Source: an optimization exercise on an open RTL-to-GDS flow (aim: small area, a short achievable clock period and few clock cycles). Production flows keep margins and buffers that such runs may drop. Power and IR drop assume default switching activity.

==> yarrow <==
// asim_core
module asim_core (
    input  wire        clk,
    input  wire        rst,           
    output wire        imem_req,
    output wire [31:0] imem_addr,
    input  wire [31:0] imem_rdata,
    input  wire        imem_fault,
    output wire        dmem_req,
    output wire        dmem_we,
    output wire [31:0] dmem_addr,
    output wire [31:0] dmem_wdata,
    input  wire [31:0] dmem_rdata,
    input  wire        dmem_fault,
    output wire        halted,
    output wire        faulted,
    output wire [1:0]  fault_code,
    output wire [31:0] pc_out,
    input  wire [4:0]  dbg_addr,
    output wire [31:0] dbg_rdata
);
Settings: LEC_CHECK=0, CAP_MARGIN=20, CORE_MARGIN=2, CORE_UTILIZATION=40, SETUP_SLACK_MARGIN=5, SLEW_MARGIN=20; clock period 12.0 ns.
run.sh (not shown) runs the stock make flow with config.mk's settings and CLKGATE_MAP_FILE= SYNTH_SCRIPT=/design/flow/synth_recipe.tcl, a recipe that flattens the netlist after the stock synthesis.
==> sierra (differences from yarrow) <==
--- a/flow/design.v
+++ b/flow/design.v
@@ -32,24 +32,25 @@
     localparam [6:0] OP_JAL    = 7'b1101111;
     localparam [6:0] OP_LUI    = 7'b0110111;
     localparam [6:0] OP_AUIPC  = 7'b0010111;
     localparam [1:0] X_NONE = 2'd0;
     localparam [1:0] X_HALT = 2'd3;
     reg [31:0] rf [1:31];
     reg [31:1] rv;                
+    wire [1023:0] rfv;            
+    wire [31:0]   rvv = {rv, 1'b0};
     reg        done;              
     reg        st_fault;
     reg [1:0]  fcode;
     reg [31:0] d_pc;              
     reg        d_valid;
     reg        e_valid;
     reg [31:0] e_pc;
     reg [31:0] e_a, e_b;
-    reg        e_fa, e_fb;        
-    reg        e_lu;              
+    reg        d_mph;             
     reg        e_mph;             
     reg [31:0] e_pcimm;           
     reg [4:0]  e_rd;
     reg        e_we, e_load, e_store, e_br, e_jal, e_jalr, e_rsti;
     reg        e_useimm, e_inv;
     reg        e_rsum, e_rslt, e_rsltu, e_rlog, e_rsh, e_rmul, e_rpci, e_rlink;
     reg        e_shl, e_rev;
@@ -64,16 +65,16 @@
     function [31:0] rstval;
         input [4:0] r;
         rstval = (r == 5'd2) ? 32'd256 : 32'd0;
     endfunction
     wire [4:0]  d_rs1 = imem_rdata[19:15];
     wire [4:0]  d_rs2 = imem_rdata[24:20];
     wire [4:0]  p1a   = done ? dbg_addr : d_rs1;
-    wire [31:0] p1v = (p1a != 5'd0 && rv[p1a])   ? rf[p1a]   : rstval(p1a);
-    wire [31:0] p2v = (d_rs2 != 5'd0 && rv[d_rs2]) ? rf[d_rs2] : rstval(d_rs2);
+    wire [31:0] p1v = rvv[p1a]   ? rfv[32*p1a +: 32]   : rstval(p1a);
+    wire [31:0] p2v = rvv[d_rs2] ? rfv[32*d_rs2 +: 32] : rstval(d_rs2);
     assign dbg_rdata = p1v;
     wire [31:0] ir = imem_rdata;
     wire [6:0]  op = ir[6:0];
     wire [2:0]  f3 = ir[14:12];
     wire [6:0]  f7 = ir[31:25];
     wire [4:0]  d_rd = ir[11:7];
     wire is_reg   = (op == OP_REG);
@@ -100,15 +101,14 @@
             OP_LUI, OP_AUIPC, OP_JAL: legal = 1'b1;
             default:   legal = is_rsti || is_rvrs;
         endcase
     end
     wire d_halt = (ir == HALT_WORD) || (ir == VHALT_WORD);
     wire [1:0] d_exc = imem_fault ? 2'd1 : d_halt ? X_HALT : !legal ? 2'd2 : X_NONE;
     wire d_ok = (d_exc == X_NONE);
-    wire r_mul = is_reg && f7[5] && (f3 == 3'b111);
     wire r_sub = is_reg && f7[5] && (f3 == 3'b000);
     wire d_we    = d_ok && (d_rd != 5'd0) &&
                    (is_reg || is_imm || is_load || is_lui || is_auipc || is_jal || is_jalr || is_rvrs);
     wire d_use1  = is_reg || is_imm || is_load || is_store || is_br || is_jalr || is_rvrs;
     wire d_use2  = is_reg || is_store || is_br;
     wire [31:0] imm_b = {{19{ir[31]}}, ir[31], ir[7], ir[30:25], ir[11:8], 1'b0};
     wire [31:0] imm_u = {ir[31:12], 12'b0};
@@ -124,31 +124,32 @@
     wire w_wr1 = w_valid && w_we && (w_rd == d_rs1);
     wire w_wr2 = w_valid && w_we && (w_rd == d_rs2);
     wire w_rs  = w_valid && w_rsti;
     wire [31:0] w_val = w_load ? dmem_rdata : w_res;
     wire [31:0] d_a = e_rs ? rstval(d_rs1) : w_wr1 ? w_val : w_rs ? rstval(d_rs1) : p1v;
     wire [31:0] d_b = e_rs ? rstval(d_rs2) : w_wr2 ? w_val : w_rs ? rstval(d_rs2) : p2v;
     wire e_late = e_load || e_rmul;
-    wire d_fa = e_wr1 && e_late;
-    wire d_fb = e_wr2 && e_late;
     wire d_ea = e_wr1 && !e_late;
     wire d_eb = e_wr2 && !e_late;
-    wire d_lu = (d_use1 && d_fa) || (d_use2 && d_fb);
+    wire d_lu = e_late && ((d_use1 && e_wr1) || (d_use2 && e_wr2));
+    wire d_mul   = is_reg && f7[5] && (f3 == 3'b111);
+    wire d_stall = d_valid && (d_lu || (d_mul && !d_mph));    
+    wire d_issue = d_valid && !redirect && !d_lu;             
+    wire [31:0] d_bf = d_eb ? fresult : d_b;
     wire [31:0] a = e_a;
     wire [31:0] b = e_b;
-    wire        estall = e_valid && (e_lu || (e_rmul && !e_mph));
     wire [31:0] op2  = e_useimm ? e_pcimm : b;
     wire [32:0] sum33 = {1'b0, a} + {1'b0, op2 ^ {32{e_inv}}} + {32'd0, e_inv};
     wire [31:0] sum  = sum33[31:0];
     wire        ltu  = ~sum33[32];
     wire        lt   = (a[31] ^ op2[31]) ? a[31] : sum[31];
     wire        eq   = (a == b);
     wire        cond  = e_f3[2] ? (e_f3[1] ? ltu : lt) : eq;
     wire        taken = e_jal || e_jalr || (e_br && (cond ^ e_f3[0]));
-    wire        redirect = e_valid && !estall && taken;
+    wire        redirect = e_valid && taken;
     wire [31:0] target = e_jalr ? sum : e_pcimm;
     function [31:0] rev32;
         input [31:0] x;
         integer k;
         for (k = 0; k < 32; k = k + 1) rev32[k] = x[31 - k];
     endfunction
     wire [31:0] shin  = (e_shl || e_rev) ? rev32(a) : a;
@@ -174,29 +175,36 @@
         ({32{e_rpci}}  & e_pcimm) |
         ({32{e_rlink}} & link);
     wire [31:0] result = e_rmul ? mulres : fresult;
     wire w_dfault = w_mem && dmem_fault;
     wire w_term   = w_valid && ((w_exc != X_NONE) || w_dfault);
     wire w_wen    = w_valid && w_we && !(w_load && dmem_fault) && !done;
     wire [31:0] fetch_seq = d_pc + 32'd4;
-    wire [31:0] fetch_addr = redirect ? target : (estall ? d_pc : fetch_seq);
+    wire [31:0] fetch_addr = redirect ? target : (d_stall ? d_pc : fetch_seq);
     assign imem_req   = 1'b1;
     assign imem_addr  = fetch_addr;
-    assign dmem_req   = e_valid && (e_load || e_store) && !estall && !done && !w_term;
+    assign dmem_req   = e_valid && (e_load || e_store) && !done && !w_term;
     assign dmem_we    = e_store;
     assign dmem_addr  = sum;
     assign dmem_wdata = b;
     assign halted     = done && !st_fault;
     assign faulted    = done && st_fault;
     assign fault_code = fcode;
     assign pc_out     = w_pc;
-    always @(posedge clk) begin
-        if (w_wen)
-            rf[w_rd] <= w_val;
-    end
+    assign rfv[31:0] = 32'd0;
+    genvar g;
+    generate
+        for (g = 1; g < 32; g = g + 1) begin : regs
+            always @(posedge clk) begin
+                if (w_wen && w_rd == g)
+                    rf[g] <= w_val;
+            end
+            assign rfv[32*g +: 32] = rf[g];
+        end
+    endgenerate
     always @(posedge clk) begin
         if (rst) begin
             rv <= 31'd0;
         end else if (!done) begin
             if (w_valid && w_rsti)
                 rv <= 31'd0;
             else if (w_wen)
@@ -218,65 +226,54 @@
         if (!done && !w_term)
             w_pc <= e_pc;
     end
     always @(posedge clk) begin
         if (rst) begin
             d_pc    <= 32'hFFFFFFFC;
             d_valid <= 1'b0;
+            d_mph   <= 1'b0;
             e_valid <= 1'b0;
             w_valid <= 1'b0;
         end else begin
             d_pc    <= fetch_addr;
             d_valid <= 1'b1;
-            if (!estall)
-                e_valid <= d_valid && !redirect;
-            w_valid <= e_valid && !estall;
-        end
-    end
-    always @(posedge clk) begin
-        if (!estall) begin
-            e_pc     <= d_pc;
-            e_a      <= d_ea ? fresult : d_a;
-            e_b      <= d_eb ? fresult : d_b;
-            e_fa     <= d_fa;
-            e_fb     <= d_fb;
-            e_lu     <= d_lu;
-            e_mph    <= 1'b0;
-            e_pcimm  <= d_pcimm;
-            e_rd     <= d_rd;
-            e_we     <= d_we;
-            e_load   <= d_ok && is_load;
-            e_store  <= d_ok && is_store;
-            e_br     <= d_ok && is_br;
-            e_jal    <= d_ok && is_jal;
-            e_jalr   <= d_ok && is_jalr;
-            e_rsti   <= d_ok && is_rsti;
-            e_useimm <= is_imm || is_load || is_store || is_jalr;
-            e_inv    <= r_sub || (is_reg && (f3 == 3'b010 || f3 == 3'b011)) ||
-                        (is_imm && f3 == 3'b011) || is_br;
-            e_rsum   <= (is_reg && f3 == 3'b000) || (is_imm && f3 == 3'b000);
-            e_rslt   <= (is_reg && (f3 == 3'b010 || f3 == 3'b011)) || (is_imm && f3 == 3'b011);
-            e_rsltu  <= f3[0];
-            e_rlog   <= is_reg && (f3 == 3'b100 || f3 == 3'b110 || (f3 == 3'b111 && !f7[5]));
-            e_rsh    <= (is_reg && (f3 == 3'b001 || f3 == 3'b101)) || is_rvrs;
-            e_shl    <= is_reg && f3 == 3'b001;
-            e_rev    <= is_rvrs;
-            e_rmul   <= d_ok && r_mul;
-            e_rpci   <= is_lui || is_auipc;
-            e_rlink  <= is_jal || is_jalr;
-            e_f3     <= f3;
-            e_exc    <= d_exc;
-        end else begin
-            e_a   <= e_fa ? w_val : e_a;
-            e_b   <= e_lu ? (e_fb ? w_val : e_b) : {16'd0, e_b[31:16]};
-            e_fa  <= 1'b0;
-            e_fb  <= 1'b0;
-            e_lu  <= 1'b0;
-            e_mph <= !e_lu;
-        end
+            d_mph   <= d_issue && d_mul && !d_mph;
+            e_valid <= d_issue;
+            w_valid <= e_valid;
+        end
+    end
+    always @(posedge clk) begin
+        e_pc     <= d_pc;
+        e_a      <= d_ea ? fresult : d_a;
+        e_b      <= d_mph ? {16'd0, d_bf[31:16]} : d_bf;
+        e_mph    <= d_mph;
+        e_pcimm  <= d_pcimm;
+        e_rd     <= d_rd;
+        e_we     <= d_we && !(d_mul && !d_mph);
+        e_load   <= d_ok && is_load;
+        e_store  <= d_ok && is_store;
+        e_br     <= d_ok && is_br;
+        e_jal    <= d_ok && is_jal;
+        e_jalr   <= d_ok && is_jalr;
+        e_rsti   <= d_ok && is_rsti;
+        e_useimm <= is_imm || is_load || is_store || is_jalr;
+        e_inv    <= r_sub || (is_reg && (f3 == 3'b010 || f3 == 3'b011)) ||
+                    (is_imm && f3 == 3'b011) || is_br;
+        e_rsum   <= (is_reg && f3 == 3'b000) || (is_imm && f3 == 3'b000);
+        e_rslt   <= (is_reg && (f3 == 3'b010 || f3 == 3'b011)) || (is_imm && f3 == 3'b011);
+        e_rsltu  <= f3[0];
+        e_rlog   <= is_reg && (f3 == 3'b100 || f3 == 3'b110 || (f3 == 3'b111 && !f7[5]));
+        e_rsh    <= (is_reg && (f3 == 3'b001 || f3 == 3'b101)) || is_rvrs;
+        e_shl    <= is_reg && f3 == 3'b001;
+        e_rev    <= is_rvrs;
+        e_rmul   <= d_ok && d_mul;
+        e_rpci   <= is_lui || is_auipc;
+        e_rlink  <= is_jal || is_jalr;
+        e_f3     <= f3;
+        e_exc    <= d_exc;
         w_res   <= result;
         w_rd    <= e_rd;
         w_we    <= e_we;
         w_load  <= e_load;
         w_mem   <= e_load || e_store;
         w_rsti  <= e_rsti;
         w_exc   <= e_exc;
==> qor summary <==
|  | yarrow | sierra |
|---|---|---|
| Switching share of power | 32.8% | 32.4% |
| Adder-cell area share of the yosys netlist | 11.0% | 11.3% |
| Number of cell instances on the worst register-to-register path | 21 | 22 |
| Outcome | no timing/DRC/antenna violations | no timing/DRC/antenna violations |
| Critical Path Fanout Max | 8 | 6 |
| Pin count of the biggest net entering global routing | 107 | 93 |
| Worst-margin pin slew | 1200 ps | 1320 ps |
| Total number of vias | 69000 | 69100 |
| Clock buffer count from CTS | 142 | 140 |
| Endpoint of the worst register-to-register path | w_res[29] | w_res[30] |
| Number of vias per cell | 6.32 | 6.43 |
| Layout cell share with drive strength beyond 1 | 17.4% | 20.1% |
| Power per unit of standard cell area | 133 nW/µm² | 132 nW/µm² |
No functional check of the RTL was part of any run of this note.

==> port drivers added, routing unchanged <==
In the flow no input, the clock included, has a driving cell. The finished layouts below were timed again as built, in two steps. Step 1 assumes that a clkbuf_16 drives the clock port and a buf_2 every other input. Step 2 times the ports against the registers' clock, not the clock port: input delays grow and output delays shrink by t, the midpoint of the rising clock arrivals with the driver on. Three values: no drivers, after step 1, after step 2; two values: the first two.
run	t (ns)	setup WS [ns]	worst hold slack (ns)
yarrow	0.902	4.339 / 4.255 / 4.284	0.342 / 0.342 / 0.342
sierra	0.899	4.399 / 4.294 / 4.065	0.340 / 0.340 / 0.340
After both steps every run listed still meets setup and hold. For sierra, which loses most, drivers alone change the setup slack by -0.105 ns; drivers and shift together by -0.334 ns.
